This is an optimization exercise on Yosys and OpenROAD, whose aim is small area, not a production implementation. The RTL of this run was laid out without a check of its function.

==> flow/design.v <==
module amc_crc16 (
    input  wire [95:0] data,
    output reg  [15:0] crc
);
    integer i;
    reg fb;
    always @* begin
        crc = 16'hFFFF;
        for (i = 95; i >= 0; i = i - 1) begin
            fb  = crc[15] ^ data[i];
            crc = {crc[14:0], 1'b0} ^ (fb ? 16'h1021 : 16'h0000);
        end
    end
endmodule
module amc131m0x_spi (
    input  wire        clk,
    input  wire        rst_n,         
    input  wire        cs_n,
    input  wire        sclk,
    input  wire        mosi,
    output wire        miso,
    input  wire        rst_line_n,    
    output reg         timer_arm,     
    input  wire        timer_done,    
    input  wire [23:0] ch0_code,
    input  wire [23:0] ch1_code,
    input  wire [23:0] ch2_code
);
    localparam integer NCH   = 3;
    localparam integer FBITS = 120;           
    localparam [1:0] S_IDLE   = 2'd0;
    localparam [1:0] S_ACTIVE = 2'd1;
    localparam [1:0] S_HOLD   = 2'd2;
    localparam [2:0] OPC_READ  = 3'b101;
    localparam [2:0] OPC_WRITE = 3'b011;
    reg  [1:0]        ctl;
    reg               sclk_q, cs_q, rstl_q;
    reg  [6:0]        bit_cnt;
    reg  [FBITS-1:0]  rx_sr;
    reg  [FBITS-1:0]  tx_buf;
    reg               frame_done;
    reg  [15:0]       resp;
    reg               resp_set;
    reg               timer_pending;
    reg  [15:0]       regs [0:63];
    wire sclk_rise = sclk & ~sclk_q;
    wire cs_fall   = ~cs_n & cs_q;
    wire cs_rise   = cs_n & ~cs_q;
    wire bank_rst  = ~rst_line_n & rstl_q;
    wire [15:0] rx_cmd     = rx_sr[119:104];
    wire [15:0] rx_wval    = rx_sr[95:80];
    wire [15:0] rx_trailer = rx_sr[23:8];
    wire [15:0] rx_crc;
    amc_crc16 u_rx_crc (.data(rx_sr[119:24]), .crc(rx_crc));
    wire       crc_ok   = (rx_crc == rx_trailer);
    wire [2:0] op       = rx_cmd[15:13];
    wire [6:0] addr     = rx_cmd[12:6];
    wire       is_null  = (rx_cmd == 16'h0000);
    wire       is_read  = !is_null && (op == OPC_READ);
    wire       is_write = !is_null && (op == OPC_WRITE);
    wire [15:0] rd_data = (addr < 7'd64) ? regs[addr[5:0]] : 16'h0000;
    reg [15:0] cmd_resp;
    always @* begin
        if (is_null)
            cmd_resp = regs[1];
        else if (is_read)
            cmd_resp = rd_data;
        else if (is_write)
            cmd_resp = 16'h2000 | {3'b000, rx_cmd[12:0]};
        else
            cmd_resp = 16'h0000;
    end
    wire accept   = frame_done && crc_ok;
    wire wr_ok    = accept && is_write && (addr >= 7'd2) && (addr < 7'd64);
    wire arm_now  = wr_ok && (addr == 7'h31) && !regs[49][0] && rx_wval[0]
                    && !timer_pending;
    wire [15:0] hdr = frame_done ? cmd_resp : (resp_set ? resp : regs[1]);
    wire [95:0] tx_body = {hdr, 8'h00, ch0_code, ch1_code, ch2_code};
    wire [15:0] tx_crc;
    amc_crc16 u_tx_crc (.data(tx_body), .crc(tx_crc));
    wire [FBITS-1:0] tx_frame = {tx_body, tx_crc, 8'h00};
    assign miso = (ctl == S_ACTIVE) ? tx_buf[7'd119 - bit_cnt] : 1'b0;
    always @(posedge clk) begin
        if (!rst_n) begin
            ctl           <= S_IDLE;
            sclk_q        <= 1'b0;
            cs_q          <= 1'b1;
            rstl_q        <= 1'b1;
            bit_cnt       <= 7'd0;
            rx_sr         <= {FBITS{1'b0}};
            tx_buf        <= {FBITS{1'b0}};
            frame_done    <= 1'b0;
            resp          <= 16'h0000;
            resp_set      <= 1'b0;
            timer_pending <= 1'b0;
            timer_arm     <= 1'b0;
        end else begin
            sclk_q     <= sclk;
            cs_q       <= cs_n;
            rstl_q     <= rst_line_n;
            frame_done <= 1'b0;
            timer_arm  <= 1'b0;
            if (frame_done) begin
                if (crc_ok) begin
                    resp     <= cmd_resp;
                    resp_set <= 1'b1;
                    tx_buf   <= tx_frame;
                end else begin
                    ctl <= S_HOLD;
                end
            end
            if (ctl == S_ACTIVE && !cs_n && sclk_rise) begin
                rx_sr <= {rx_sr[FBITS-2:0], mosi};
                if (bit_cnt == FBITS - 1) begin
                    bit_cnt    <= 7'd0;
                    frame_done <= 1'b1;
                end else begin
                    bit_cnt <= bit_cnt + 7'd1;
                end
            end
            if (cs_fall) begin
                tx_buf  <= tx_frame;
                bit_cnt <= 7'd0;
                ctl     <= S_ACTIVE;
            end else if (cs_rise) begin
                bit_cnt <= 7'd0;
                ctl     <= S_IDLE;
            end
            if (arm_now) begin
                timer_pending <= 1'b1;
                timer_arm     <= 1'b1;
            end else if (timer_done && timer_pending) begin
                timer_pending <= 1'b0;
            end
        end
    end
    integer k;
    always @(posedge clk) begin
        if (!rst_n || bank_rst) begin
            for (k = 0; k < 64; k = k + 1)
                regs[k] <= 16'h0000;
            regs[0] <= NCH;
            regs[1] <= 16'h0040;
        end else begin
            if (wr_ok)
                regs[addr[5:0]] <= rx_wval;
            if (timer_done && timer_pending)
                regs[1][6] <= 1'b0;
        end
    end
endmodule
==> flow/run.sh <==
#!/bin/bash
# synth_recipe.tcl (not shown) runs the flow's synth.tcl, then flattens the netlist and writes it again
# the make line also repeats each setting of config.mk as NAME=value (left out here)
make -C /OpenROAD-flow-scripts/flow DESIGN_CONFIG=/design/flow/config.mk WORK_HOME=/design/flow/orfs CLKGATE_MAP_FILE= SYNTH_SCRIPT=/design/flow/synth_recipe.tcl finish
==> flow/config.mk <==
export PLATFORM = sky130hd
export DESIGN_NAME = amc131m0x_spi
export DESIGN_NICKNAME = amc131m0x_spi
export VERILOG_FILES = /design/flow/design.v
export SDC_FILE = /design/flow/constraint.sdc
export NUM_CORES = 4
export LEC_CHECK = 0
export CAP_MARGIN = 20
export CORE_MARGIN = 2
export CORE_UTILIZATION = 40
export SLEW_MARGIN = 20
==> flow/constraint.sdc <==
create_clock -name core_clock -period 12.0 [get_ports {clk}]
set_input_delay 2.4000 -clock core_clock [delete_from_list [all_inputs] [get_ports {clk}]]
set_output_delay 2.4000 -clock core_clock [all_outputs]
set_load 0.01 [all_outputs]
==> results.cfg <==
[outcome]
outcome = no timing/DRC/antenna violations

[detailed_routing]
first_iter_violations = 5208
via_per_inst = 5.62
wire_per_inst_um = 26.9
routed_wl_mm = 200
ant_nets = 0
post-route-drc-count = 0
dr.pass1.iters = 6
vias = 41911

[logic_synthesis]
synth_ff_type = edfxtp_1
synth_edf_count = 1024
synth-seq-cells = 1286
synth-async-reset-ratio_pct = 0
synthCells = 5198
yosys_warnings = 2
avgSynthCellArea_um2 = 12.7
syn_area_um2 = 66200
synth-seq-area-share_pct = 54.4
synth_cell_types = 112

[critical_path]
endpoint_kind = register
cp_cell_sequence = xnor3_1 -> xnor2_1 -> xor3_1 -> xnor3_2 -> xnor3_1 -> xnor3_1 -> xnor3_1 -> xor2_2 -> xnor2_4 -> xnor3_1 -> or3_1 -> a2111oi_2 -> o221ai_2 -> nor4_4 -> nand2_1 -> nor3_4 -> buf_4 -> nand3_4 -> buf_12 -> o21ai_2
required_ps = 12430
crit_arrival_ps = 10040
path_class = register to register
path_max_fanout = 102
critPathMaxStageDelay_ps = 880
path_common_cell = xnor3_1
cp_slowest_cell = o21ai_2
start_kind = register

[cells_and_area]
n_fill_cell = 14755
fin_util_pct = 44.6
multiInputGateArea_um2 = 28300
drive_gt1_share_pct = 13.1
regArea_um2 = 36000
final_cell_mix = edfxtp_1 (1024), nor2_1 (676), and2_1 (494)
area_growth_pct = 11.0
fin_nets = 5235
layout_commonest_cell = edfxtp_1

[floorplan]
die_w_um = 411
die_h_um = 411
core_area_um2 = 165000
io_pins = 81
initial_core_util_pct = 40.2
std_cell_rows = 149
die_area_um2 = 169000

[global_routing]
grtUsageTotal_pct = 23.5
first_global_vias = 41109
grt_max_degree = 143
grt_pass1_wl_mm = 291
antenna_found_initial = 10
overflow = 0

[sta]
max_freq_mhz = 104
tightest_slew_ps = 1130
min_period_ps = 9610
setup-violations-final = 0
slew_headroom_pct = 23.6
rsz0062_at_grt = false
finalMaxSlewViolations = 0
fin_tns_setup_ps = 0
hold_viol_final = 0
skew_ps = 54.1
finalCritPeriodShare_pct = 80.0

[placed_design]
io_buffers = 80
place.gp.congestion = 0.910
hpwl_mm = 133

[clocking]
cts_num_sinks = 1286
insertion_delay_ps = 830
clk_path_buf_depth = 3
cts_tree = built
htreeDepth = 4
cts_setup_buffers = 0
cts-root-buf = clkbuf_16
cts_inserted_buffers = 144
clkTransAtPathRegs_ps = 60
cts-resized-gates = 0
cts_hold_buffers = 0

[worst_hold_path]
worstHoldPathType = register to register

[job]
cap_violations = 0
==> cell type report <==
| class | count | share of cell area (%) |
|---|---|---|
| Antenna cell | 5 | 0.0170 |
| Sequential cell | 1286 | 49.1 |
| Timing Repair Buffer | 185 | 2.26 |
| Clock buffer | 177 | 5.13 |
| Tap cell | 2189 | 3.73 |
| Inverter | 21 | 0.118 |
| Multi-Input combinational cell | 3511 | 38.5 |
| Clock inverter | 83 | 1.14 |
==> synth_stat cells, drive strengths merged, types with 29 or more instances <==
cell,instances,area share [%]
nor2,679,3.9
xor2,120,1.7
a22oi,92,1.1
nand2b,46,0.44
and2,496,4.7
buf,160,1.8
clkbuf,249,1.4
nor3,29,0.32
mux2,36,0.61
o21ai,64,0.48
nand2,475,2.7
xnor2,258,3.8
dfxtp,262,7.9
xnor3,161,5.5
a21oi,182,1.4
edfxtp,1024,46
mux2i,356,5.4
mux4,172,5.9
nand3,38,0.29
a211oi,33,0.42
==> kinds of logic after synthesis <==
group | Yosys count | synth area share [%]
simple gates | 1869 | 13.5
flops | 1286 | 54.4
xor+xnor | 564 | 11.9
mux | 564 | 11.9
compound gates | 476 | 4.77
buf+inv | 430 | 3.38
fa+ha+maj | 7 | 0.132
other cells | 2 | 0.0114
==> metal layers <==
metal | up-vias | part of all wire (%) | track usage [%]
li1 | 18413 | - | -
met4 | 2 | 4.1 | 9.28
met1 | 21305 | 42 | 32.6
met5 | - | 0.0035 | 0
met2 | 1810 | 46 | 36.5
met3 | 381 | 8.1 | 4.32
==> path summary, 6_finish.rpt <==
check	from	endpoint	slack, ps	cells after the start
setup / recovery	rx_sr[118]	regs[15][15]	2390	20
hold / removal	rx_sr[2]	rx_sr[3]	450	2
setup reg to reg	rx_sr[118]	regs[15][15]	2390	20
hold reg to reg	rx_sr[2]	rx_sr[3]	450	2
==> worst max-delay path: cells and delay by family (launching register included) <==
family	cells	cell delay, ps
DFF	1	710
xor gates and xnor gates	10	4100
AOI/OAI and AO/OA	3	1420
and+or+nand+nor	5	2070
buffers and inverters	2	700
==> sequential cells by signal (all words and copies together) (netlist names), 2 cells and up, named ones only <==
name and count:
resp 16, rx_sr 120, regs 1024, bit_cnt 7
ctl 2, tx_buf 104
==> metrics by stage <==
step	cell area [um^2]	setup slack (ps)	hold slack [ps]	cells
after floorplan	66300	4090	428	5227
after global placement	68700	2410	437	7190
after detailed placement	68800	2440	445	7190
after CTS	73400	2420	453	7450
after global routing	73400	2090	471	7453
final	73400	2390	451	7457

## what the ideal ports hide
The results above use ideal ports. As a check the final layout listed here was re-extracted and re-timed, cells and wires unchanged. Step 1 sets driving cells, clkbuf_16 on the clock port and buf_2 on the other inputs (assumed; they add their load-dependent delay and slew). Step 2 adds t to the input delays and takes it off the output delays; t is the mean of the earliest and latest rising clock arrival at the registers after step 1. Input paths then give back, and output paths get back, about the clock's delay inside the block. a / b / c = ideal ports / drivers / drivers and shift; a / b = the first two.
shift t [ns]: 0.881
setup WS [ns]: 2.394 / 2.394 / 2.394
latest minus earliest clock arrival (ns): 0.054 / 0.055
slew at the worst register clock pin (ns): 0.07 / 0.07
worst slew at a driven data input, ns: 0.10
After both steps setup and hold are still met in this run. For this run, drivers alone change the setup slack by 0.000 ns; drivers and shift together by 0.000 ns.
